This design comes from an exercise in tuning for small area on the open sky130 flow, not from production work.
RTL that was checked went through simulation tests only; none was proved equivalent to the original.
No driver is modelled on the clock port, so clocking that relies on it looks cheaper here than on a real chip.
Power and IR drop assume default switching activity.

==> flow/design.v (excerpt) <==
module lcdnut_core (
    input  wire        clk,
    input  wire        rst,
    input  wire        tick,
    input  wire [8:0]  cfg_prog_len,
    input  wire [15:0] cfg_t_half,
    input  wire [15:0] cfg_t_bit,
    input  wire [15:0] cfg_t_poll,
    input  wire [15:0] cfg_t_setup,
    input  wire [15:0] cfg_t_strobe,
    input  wire [15:0] cfg_t_proc,
    input  wire [15:0] cfg_t_pause,
    input  wire [15:0] cfg_t_pwrup,
    input  wire [2:0]  cfg_pin_rs,
    input  wire [2:0]  cfg_pin_e,
    input  wire [2:0]  cfg_pin_rx,
    input  wire [2:0]  cfg_pin_d0,
    input  wire [2:0]  cfg_pin_d1,
    input  wire [2:0]  cfg_pin_d2,
    input  wire [2:0]  cfg_pin_d3,
    input  wire [7:0]  cfg_cmd_8bit,
    input  wire [7:0]  cfg_cmd_4bit,
    input  wire [7:0]  cfg_cmd_func,
    input  wire [7:0]  cfg_cmd_dispon,
    input  wire [7:0]  cfg_cmd_entry,
    input  wire        cfg_oneshot_high,
    output wire [7:0]  prog_addr,
    input  wire [15:0] prog_data,
    output wire [7:0]  rom_addr,
    input  wire [7:0]  rom_data,
    input  wire [7:0]  pin_i,
    output wire [7:0]  pin_o,
    output wire [7:0]  pin_oe,
    output wire        halted,
    output wire        fault,
    output wire [2:0]  fault_code,
    output wire [8:0]  fault_pc,
    output wire [15:0] fault_word
);
    localparam [2:0] S_FETCH = 3'd0;
    localparam [2:0] S_CHK   = 3'd1;    
    localparam [2:0] S_XN    = 3'd2;    
    localparam [2:0] S_EHI   = 3'd3;    
    localparam [2:0] S_ELO   = 3'd4;    
    localparam [2:0] S_HUNT  = 3'd5;    
    localparam [2:0] S_RX    = 3'd6;    
    localparam [2:0] S_FAULT = 3'd7;
    reg [2:0]  state;
  ...
For scale: ~630 cells after synthesis, about 66 flip-flops, about 300 I/O pins, ~4900 sq um of cells after synthesis.
clock: 10.0 ns
lec_check: 0
cap_margin: 20
core_margin: 2
core_utilization: 40
slew_margin: 20
buffer_ports_args: -buffer_cell sky130_fd_sc_hd__buf_1
cts_args: -sink_clustering_enable -repair_clock_nets -buf_list sky130_fd_sc_hd__clkbuf_4 -dont_use_dummy_load
post_cts_tcl: /design/flow/flow/post_cts.tcl
standard.sh (not shown) runs the stock make flow with config.mk's settings and CLKGATE_MAP_FILE= SYNTH_SCRIPT=/design/flow/synth_recipe.tcl, a recipe that flattens the netlist after the stock synthesis.
==> flow/flow/run.sh <==
#!/bin/bash
# Layout flow: the standard flow (standard.sh) with these changes, none of
# which touches the design's constraints (clock, I/O delays, loads):
#  - synthesis is the standard flow's own script (synth_recipe.tcl: ORFS synth.tcl with
#    -nofsm -noshare, then flatten and renaming), except that the final ABC
#    technology mapping uses the area-oriented script flow/area.abc; the
#    register mapping (dfflibmap) happens before ABC and is unchanged;
#    and yosys's half/full adder extraction is skipped, so that ABC maps
#    the (ripple) arithmetic with the rest of the logic;
#  - flow/extra.mk is appended to config.mk: the port buffers that ORFS puts
#    on every input and output use the smallest buffer cell (buf_1), and
#    the clock tree options;
#  - flow/post_cts.tcl runs at the end of clock tree synthesis (ORFS's
#    POST_CTS_TCL hook): it upsizes leaf clock buffers that drive many
#    flip-flops, to keep the clock-pin slew low.
# Each tool's output goes to the ORFS logs under orfs/logs; the make output
# goes to standard.log in this folder.
set -euo pipefail
W=$(pwd)
cat flow/extra.mk >> config.mk
# after clock tree synthesis: upsize overloaded leaf clock buffers
if [[ -f flow/post_cts.tcl ]]; then
    echo "export POST_CTS_TCL = $W/flow/post_cts.tcl" >> config.mk
fi
sed "s#log_cmd abc {\*}\$abc_args#set abc_args [lreplace \$abc_args 1 1 $W/flow/area.abc]\n  log_cmd abc {*}\$abc_args#" \
    "$FLOW_HOME/scripts/synth.tcl" > "$W/synth_area.tcl"
grep -q "flow/area.abc" "$W/synth_area.tcl"
# no extraction of half/full adders: ABC maps the ripple logic itself
sed -i 's#\[dont_use_adder_kinds\] ne "none"#[dont_use_adder_kinds] ne "none" \&\& 0#' "$W/synth_area.tcl"
grep -q 'ne "none" && 0' "$W/synth_area.tcl"
sed "s#source \$::env(SCRIPTS_DIR)/synth.tcl#source $W/synth_area.tcl#" synth_recipe.tcl > "$W/area_synth.tcl"
grep -q "synth_area.tcl" "$W/area_synth.tcl"
sed "s#SYNTH_SCRIPT=[^ ]*#SYNTH_SCRIPT=$W/area_synth.tcl#" standard.sh > "$W/area_standard.sh"
grep -q "SYNTH_SCRIPT=$W/area_synth.tcl" "$W/area_standard.sh"
bash "$W/area_standard.sh" > standard.log 2>&1
Other scripts of this flow, unchanged in this note and not shown: flow/flow/area.abc, flow/flow/extra.mk, flow/flow/post_cts.tcl
The starting point completed without violations.
Rerun with:
--- a/flow/design.v
+++ b/flow/design.v
@@ -125,32 +125,34 @@
         .imm(imm), .rxd(rxd), .rom(rom_data),
         .c8(cfg_cmd_8bit), .c4(cfg_cmd_4bit), .cf(cfg_cmd_func), .cd(cfg_cmd_dispon),
         .ce(cfg_cmd_entry), .xval(xval)
     );
     wire xend = op[3] && (op[0] ? (step == 3'd7) : (ra[8] || rom_data == 8'd0));
     wire [8:0] pc_inc = inc9(pc);
     wire [8:0] ra_inc = inc9(ra);
-    wire f_delay   = act && st_fetch && op_delay;
+    wire f_delay   = act && st_fetch && in_range && legal && op_delay;
     wire ld_half   = (f_delay && fa[2:0] == 3'd0) ||
-                     (act && st_hunt && !plev) ||
+                     (act && st_hunt && !pdir && !plev) ||
                      (act && st_rx && rstep[3] && rstep[0]);
     wire ld_bit    = (f_delay && fa[2:0] == 3'd1) ||
                      (act && st_rx && !(rstep[3] && (rstep[1] || rstep[0])));
     wire ld_proc   = (f_delay && fa[2:0] == 3'd2) || (act && st_elo);
     wire ld_strobe = (f_delay && fa[2:0] == 3'd3) || (act && st_ehi);
     wire ld_pause  = (f_delay && fa[2:0] == 3'd4);
     wire ld_pwrup  = (f_delay && fa[2:0] == 3'd5) ||
-                     (act && st_chk && sel[2] && sel[0] && op_init);
+                     (act && st_chk && pdir && sel[2] && sel[0] && op_init);
     wire ld_setup  = act && st_xn && !xend && sel[2];
-    wire ld_poll   = act && st_hunt && plev;
+    wire ld_poll   = act && st_hunt && !pdir && plev;
+    wire ld = rst | ld_half | ld_bit | ld_proc | ld_strobe | ld_pause | ld_pwrup |
+              ld_setup | ld_poll;
     wire [15:0] cnt_n;
     lcdnut_cntnext u_cntnext (
         .ld_half(ld_half), .ld_bit(ld_bit), .ld_proc(ld_proc), .ld_strobe(ld_strobe),
         .ld_pause(ld_pause), .ld_pwrup(ld_pwrup), .ld_setup(ld_setup), .ld_poll(ld_poll),
-        .keep(!rst), .bin(tick & !zero), .cnt(cnt),
+        .keep(!ld), .bin(tick & !zero), .cnt(cnt),
         .t_half(cfg_t_half), .t_bit(cfg_t_bit), .t_proc(cfg_t_proc), .t_strobe(cfg_t_strobe),
         .t_pause(cfg_t_pause), .t_pwrup(cfg_t_pwrup), .t_setup(cfg_t_setup), .t_poll(cfg_t_poll),
         .cnt_n(cnt_n)
     );
     reg [2:0] state_n;
     reg [8:0] pc_n;
     reg [8:0] ra_n;
The changed run ran to the end with no violations. Clock-buffer cell count stays the same. Clock power rises by about 10%. Hold slack got worse by 0.0036 ns. Synthesized area rises by 1.1%. Maximum frequency goes down by 3.3%. Sequential cell count is unchanged. Global-route usage hardly moves.
No functional check of the RTL was part of the first run of this note.

========
Another version of the RTL of lcdnut_core (not shown whole).
Size: ~600 cells after synthesis, about 66 flip-flops, roughly 4900 um^2 of cells after synthesis.
Settings: LEC_CHECK=0, CAP_MARGIN=20, CORE_MARGIN=2, CORE_UTILIZATION=40, SLEW_MARGIN=20, BUFFER_PORTS_ARGS=-buffer_cell sky130_fd_sc_hd__buf_1, CTS_ARGS=-sink_clustering_enable -repair_clock_nets -buf_list sky130_fd_sc_hd__clkbuf_4 -dont_use_dummy_load, POST_CTS_TCL=/design/flow/flow/post_cts.tcl; clock period 10.0 ns.
==> flow/flow/area.abc <==
&get -n
&st
&deepsyn -T 30
&dch
&nf -R 1000 -p -C 32 -F 8
&put
topo
dnsize -c
==> flow/flow/extra.mk <==
export BUFFER_PORTS_ARGS = -buffer_cell sky130_fd_sc_hd__buf_1
export CTS_ARGS = -sink_clustering_enable -repair_clock_nets -buf_list sky130_fd_sc_hd__clkbuf_4 -dont_use_dummy_load
==> flow/flow/post_cts.tcl <==
# Clock-pin slew: a leaf clock buffer (clkbuf_4) that drives more than 9
# flip-flops becomes a clkbuf_8; then legalise the placement again.
set n_up 0
foreach inst [[ord::get_db_block] getInsts] {
  if {[[$inst getMaster] getName] ne "sky130_fd_sc_hd__clkbuf_4"} { continue }
  foreach it [$inst getITerms] {
    if {![$it isOutputSignal]} { continue }
    set net [$it getNet]
    if {$net eq "NULL"} { continue }
    set sinks 0
    foreach t [$net getITerms] {
      if {[$t isInputSignal] && [string match "sky130_fd_sc_hd__*df*" [[[$t getInst] getMaster] getName]]} { incr sinks }
    }
    if {$sinks > 9} {
      replace_cell [$inst getName] sky130_fd_sc_hd__clkbuf_8
      incr n_up
    }
  }
}
puts "post_cts: upsized $n_up leaf clock buffers"
if {$n_up > 0} { detailed_placement }
Scripts as last shown in full above: flow/flow/run.sh
Rerun with:
--- a/flow/design.v
+++ b/flow/design.v
@@ -49,21 +49,21 @@
     reg [15:0] cnt;
     reg [8:0]  pc;
     reg [7:0]  dir;
     reg [7:0]  out;
     reg [7:0]  rxd;
     reg        rxv;
-    reg [8:0]  ra;        
+    reg [7:0]  ra;        
     reg [2:0]  sel;       
     reg        lo;        
     wire [15:0] w   = prog_data;
     wire [3:0]  op  = w[15:12];
     wire [3:0]  fa  = w[11:8];
     wire [7:0]  imm = w[7:0];
     assign prog_addr = pc[7:0];
-    assign rom_addr  = ra[7:0];
+    assign rom_addr  = ra;
     assign pin_o     = out;
     assign pin_oe    = dir;
     function [8:0] inc9(input [8:0] a);
         integer k;
         reg c;
         begin
@@ -122,15 +122,16 @@
     lcdnut_bytesel u_bytesel (
         .op(op), .step(step), .lo(lo), .sel(sel), .oneshot_high(cfg_oneshot_high),
         .imm(imm), .rxd(rxd), .rom(rom_data),
         .c8(cfg_cmd_8bit), .c4(cfg_cmd_4bit), .cf(cfg_cmd_func), .cd(cfg_cmd_dispon),
         .ce(cfg_cmd_entry), .xval(xval)
     );
-    wire xend = op[3] && (op[0] ? (step == 3'd7) : (ra[8] || rom_data == 8'd0));
+    wire rom_past = sel[2] && sel[1];
+    wire xend = op[3] && (op[0] ? (step == 3'd7) : (rom_past || rom_data == 8'd0));
     wire [8:0] pc_inc = inc9(pc);
-    wire [8:0] ra_inc = inc9(ra);
+    wire [8:0] ra_inc = inc9({1'b0, ra});    
     wire f_delay   = act && st_fetch && op_delay;
     wire ld_half   = (f_delay && fa[2:0] == 3'd0) ||
                      (act && st_hunt && !plev) ||
                      (act && st_rx && rstep[3] && rstep[0]);
     wire ld_bit    = (f_delay && fa[2:0] == 3'd1) ||
                      (act && st_rx && !(rstep[3] && (rstep[1] || rstep[0])));
@@ -149,13 +150,13 @@
         .t_half(cfg_t_half), .t_bit(cfg_t_bit), .t_proc(cfg_t_proc), .t_strobe(cfg_t_strobe),
         .t_pause(cfg_t_pause), .t_pwrup(cfg_t_pwrup), .t_setup(cfg_t_setup), .t_poll(cfg_t_poll),
         .cnt_n(cnt_n)
     );
     reg [2:0] state_n;
     reg [8:0] pc_n;
-    reg [8:0] ra_n;
+    reg [7:0] ra_n;
     reg [2:0] sel_n;
     reg       lo_n;
     reg       rxv_n;
     reg       shift;
     reg       we_o, we_d;
     reg       oval;
@@ -170,13 +171,13 @@
         we_o    = 1'b0;
         we_d    = 1'b0;
         oval    = 1'b0;
         if (zero) begin
             case (state)
                 S_FETCH: begin
-                    ra_n = {1'b0, imm};
+                    ra_n = imm;
                     if (!in_range || !legal) begin
                         state_n = S_FAULT;
                     end else if (op_pinout || op_pinin) begin
                         we_d = 1'b1;
                         we_o = op_pinout;
                         oval = w[0];
@@ -206,13 +207,13 @@
                     end else begin
                         sel_n = {sel[2] ^ (sel[1] & sel[0]), sel[1] ^ sel[0], !sel[0]};
                     end
                 end
                 S_XN: begin
                     if (xend) begin
-                        if (ra[8]) begin
+                        if (rom_past) begin
                             state_n = S_FAULT;
                         end else begin
                             pc_n    = pc_inc;
                             state_n = S_FETCH;
                         end
                     end else begin
@@ -234,14 +235,14 @@
                     if (two && !lo) begin
                         lo_n    = 1'b1;
                         sel_n   = 3'd0;
                         state_n = S_XN;
                     end else if (op[3]) begin
                         lo_n    = 1'b0;
-                        sel_n   = 3'd0;
-                        ra_n    = ra_inc;
+                        sel_n   = {3{ra_inc[8]}};
+                        ra_n    = ra_inc[7:0];
                         state_n = S_XN;
                     end else begin
                         pc_n    = pc_inc;
                         state_n = S_FETCH;
                     end
                 end
@@ -249,13 +250,13 @@
                     if (pdir)
                         state_n = S_FAULT;
                     else if (!plev)
                         state_n = S_RX;
                 end
                 S_RX: begin
-                    ra_n = ra_inc;
+                    ra_n = ra_inc[7:0];
                     if (rstep[3] && rstep[1]) begin
                         rxv_n   = 1'b1;
                         pc_n    = pc_inc;
                         state_n = S_FETCH;
                     end else begin
                         shift = !rstep[3] || (rstep[2:0] == 3'd0);
@@ -293,13 +294,13 @@
     assign fault_pc   = pc;
     assign fault_word = in_range ? w : 16'h0000;
     assign fault_code = !in_range          ? 3'd2 :
                         !legal             ? 3'd1 :
                         (op_chrr && !rxv)  ? 3'd5 :
                         op_ab              ? 3'd4 :
-                        ra[8]              ? 3'd6 : 3'd3;
+                        rom_past           ? 3'd6 : 3'd3;
 endmodule
 module lcdnut_cntnext (
     input  wire        ld_half, ld_bit, ld_proc, ld_strobe,
     input  wire        ld_pause, ld_pwrup, ld_setup, ld_poll,
     input  wire        keep,
     input  wire        bin,
Result:
- The new run finished with timing, DRC and antenna clean
- power went down by 12%
- hold slack stays flat
- final area is about the same
- via count decreases by 1.3%
- synthesized cell count climbs by 2.2%

## what the ideal ports hide
Ports are ideal in the flow. The routed layouts listed here were re-timed in OpenROAD. Step 1 (the two cells are an assumption about what drives the block):
set clk [get_ports {clk}]
set_driving_cell -lib_cell sky130_fd_sc_hd__clkbuf_16 $clk
set_driving_cell -lib_cell sky130_fd_sc_hd__buf_2 [delete_from_list [all_inputs] $clk]
Step 2 moves the port delays by t, midway between the first and last clock arrival at a register: inputs arrive t later, outputs are due t later. That takes back most of the time a late clock gives input paths. Three values: ideal ports, drivers, drivers and shift; two values: the first two.
run | t (ns) | setup slack, ns | worst hold slack (ns) | latest minus earliest clock arrival (ns) | worst slew at a driven data input, ns
the first run of note 1 | 0.446 | 3.896 / 3.871 / 3.805 | 0.446 / 0.446 / 0.446 | 0.023 / 0.023 | 0.06
the second run of note 1 | 0.473 | 3.690 / 3.666 / 3.666 | 0.442 / 0.442 / 0.442 | 0.040 / 0.040 | 0.06
the first run of note 2 | 0.451 | 3.972 / 3.944 / 3.632 | 0.455 / 0.455 / 0.455 | 0.042 / 0.042 | 0.05
the second run of note 2 | 0.454 | 3.638 / 3.611 / 3.611 | 0.457 / 0.457 / 0.457 | 0.024 / 0.023 | 0.07
After both steps every run listed still meets setup and hold. The setup slack of the first run of note 2, which loses most, moves by -0.028 ns with the drivers and by -0.340 ns with both steps.
